This is an optimization exercise on Yosys and OpenROAD, whose aim is small area, a short achievable clock period and few clock cycles per item, not a production implementation.
The RTL was checked by simulation tests, not by an equivalence proof against the original design.

==> inputs of trial 35 <==
// crc_frame_decoder
module crc_frame_decoder (
    input  wire         clk,
    input  wire         rst,
    input  wire         in_valid,
    output wire         in_ready,
    input  wire [159:0] in_frame,
    output wire         out_valid,
    output wire [1:0]   out_status,    
    output wire [31:0]  out_crc,       
    output wire [7:0]   out_model,     
    output wire [1:0]   out_alg,
    output wire [1:0]   out_filt,
    output wire [31:0]  out_x,
    output wire [31:0]  out_y,
    output wire [31:0]  out_z
);
clock: 5.0 ns
lec_check: 0
cap_margin: 0
core_margin: 2
core_utilization: 70
gpl_routability_driven: 0
setup_slack_margin: 1.5
slew_margin: 0
synth_hierarchical: 1
synth_minimum_keep_size: 0
standard.sh (not shown) runs the stock make flow with config.mk's settings and CLKGATE_MAP_FILE= SYNTH_SCRIPT=/design/flow/synth_recipe.tcl, a recipe that flattens the netlist after the stock synthesis.
==> flow/flow/run.sh <==
#!/bin/bash
set -euo pipefail
bash standard.sh \
  "BUFFER_PORTS_ARGS=-buffer_cell sky130_fd_sc_hd__buf_1" \
  "CTS_ARGS=-sink_clustering_enable -repair_clock_nets -dont_use_dummy_load -buf_list sky130_fd_sc_hd__clkbuf_8" \
  finish > standard_make.log 2>&1
==> trial 10: changes against trial 35 <==
--- a/flow/config.mk
+++ b/flow/config.mk
@@ -5,11 +5,10 @@
 export SDC_FILE = /design/flow/constraint.sdc
 export NUM_CORES = 4
 export LEC_CHECK = 0
 export CAP_MARGIN = 0
 export CORE_MARGIN = 2
 export CORE_UTILIZATION = 70
-export GPL_ROUTABILITY_DRIVEN = 0
 export SETUP_SLACK_MARGIN = 1.5
 export SLEW_MARGIN = 0
 export SYNTH_HIERARCHICAL = 1
 export SYNTH_MINIMUM_KEEP_SIZE = 0
==> trial 72: changes against trial 35 <==
--- a/flow/design.v
+++ b/flow/design.v
@@ -873,16 +873,34 @@
             8'd12: begin alg = 2'd3; filt = 2'd0; end
             8'd13: begin alg = 2'd3; filt = 2'd1; end
             8'd14: begin alg = 2'd3; filt = 2'd2; end
             default: begin alg = 2'd0; filt = 2'd0; end
         endcase
     end
-    wire ok = (crc_q == rx_q);
+    wire [31:0] eq;
+    wire [7:0]  eq_n;
+    wire [3:0]  eq_a;
+    wire        bad;
+    wire        st0;
+    genvar k;
+    generate
+        for (k = 0; k < 32; k = k + 1) begin : g_eq
+            crc_xnor2 u_eq (.a(crc_q[k]), .b(rx_q[k]), .y(eq[k]));
+        end
+        for (k = 0; k < 8; k = k + 1) begin : g_n
+            crc_nand4 u_n (.a(eq[4*k]), .b(eq[4*k+1]), .c(eq[4*k+2]), .d(eq[4*k+3]), .y(eq_n[k]));
+        end
+        for (k = 0; k < 4; k = k + 1) begin : g_a
+            crc_nor2 u_a (.a(eq_n[2*k]), .b(eq_n[2*k+1]), .y(eq_a[k]));
+        end
+    endgenerate
+    crc_nand4 u_bad (.a(eq_a[0]), .b(eq_a[1]), .c(eq_a[2]), .d(eq_a[3]), .y(bad));
+    crc_nor2  u_st0 (.a(bad), .b(drive_q), .y(st0));
     assign in_ready   = 1'b1;
     assign out_valid  = valid_q;
-    assign out_status = !ok ? 2'd2 : drive_q ? 2'd0 : 2'd1;
+    assign out_status = {bad, st0};
     assign out_crc    = crc_q;
     assign out_model  = model_q;
     assign out_alg    = alg;
     assign out_filt   = filt;
     assign out_x      = xyz_q[95:64];
     assign out_y      = xyz_q[63:32];
@@ -891,6 +909,12 @@
 module crc_xor2 (input wire a, input wire b, output wire y);
     assign y = a ^ b;
 endmodule
 module crc_xnor2 (input wire a, input wire b, output wire y);
     assign y = ~(a ^ b);
 endmodule
+module crc_nand4 (input wire a, input wire b, input wire c, input wire d, output wire y);
+    assign y = ~(a & b & c & d);
+endmodule
+module crc_nor2 (input wire a, input wire b, output wire y);
+    assign y = ~(a | b);
+endmodule
==> flow/config.mk (replaced) <==
export PLATFORM = sky130hd
export DESIGN_NAME = crc_frame_decoder
export DESIGN_NICKNAME = crc_frame_decoder
export VERILOG_FILES = /design/flow/design.v
export SDC_FILE = /design/flow/constraint.sdc
export NUM_CORES = 4
export LEC_CHECK = 0
export CAP_MARGIN = 0
export CORE_MARGIN = 2
export CORE_UTILIZATION = 60
export GPL_ROUTABILITY_DRIVEN = 0
export SETUP_SLACK_MARGIN = 1.7
export SLEW_MARGIN = 0
export SYNTH_HIERARCHICAL = 1
export SYNTH_MINIMUM_KEEP_SIZE = 0
==> summary of the runs <==
Sequential cell count is the same in trial 35 and trial 72. Cell count is about the same in trial 35 and trial 10. Critical path depth is the same in trial 35 and trial 10. The lowest via count belongs to trial 72, the highest to trial 10. Worst setup slack: trial 72 > trial 10 > trial 35.
Testbench counts of trial 35, summed over its fixed seeds: cycles 3,208, items 3,200.
Testbench counts of trial 10, summed over its fixed seeds: cycles 3,208, items 3,200.
Testbench counts of trial 72, summed over its fixed seeds: cycles 3,208, items 3,200.

==> what the ideal ports hide <==
The results above use ideal ports. As a check the final layouts listed here were re-extracted and re-timed, cells and wires unchanged. Step 1: set_driving_cell puts a clkbuf_16 on clk and a buf_2 on each other input, an assumption about the parent block. Step 2, shift: input delay + t, output delay - t, t = (earliest + latest rising clock arrival at the registers) / 2. This alone moves slack from input paths to output paths. Slacks: ideal / step 1 / step 2; pairs: ideal / step 1.
run | t (ns) | setup WS [ns] | worst data-port slew with drivers (ns)
trial 35 | 0.501 | 1.463 / 1.477 / 0.976 | 0.05
trial 10 | 0.496 | 1.474 / 1.492 / 0.996 | 0.06
trial 72 | 0.499 | 1.682 / 1.696 / 1.197 | 0.05
After both steps every run listed still meets setup and hold. The setup slack of trial 35, which loses most, moves by +0.014 ns with the drivers and by -0.487 ns with both steps.
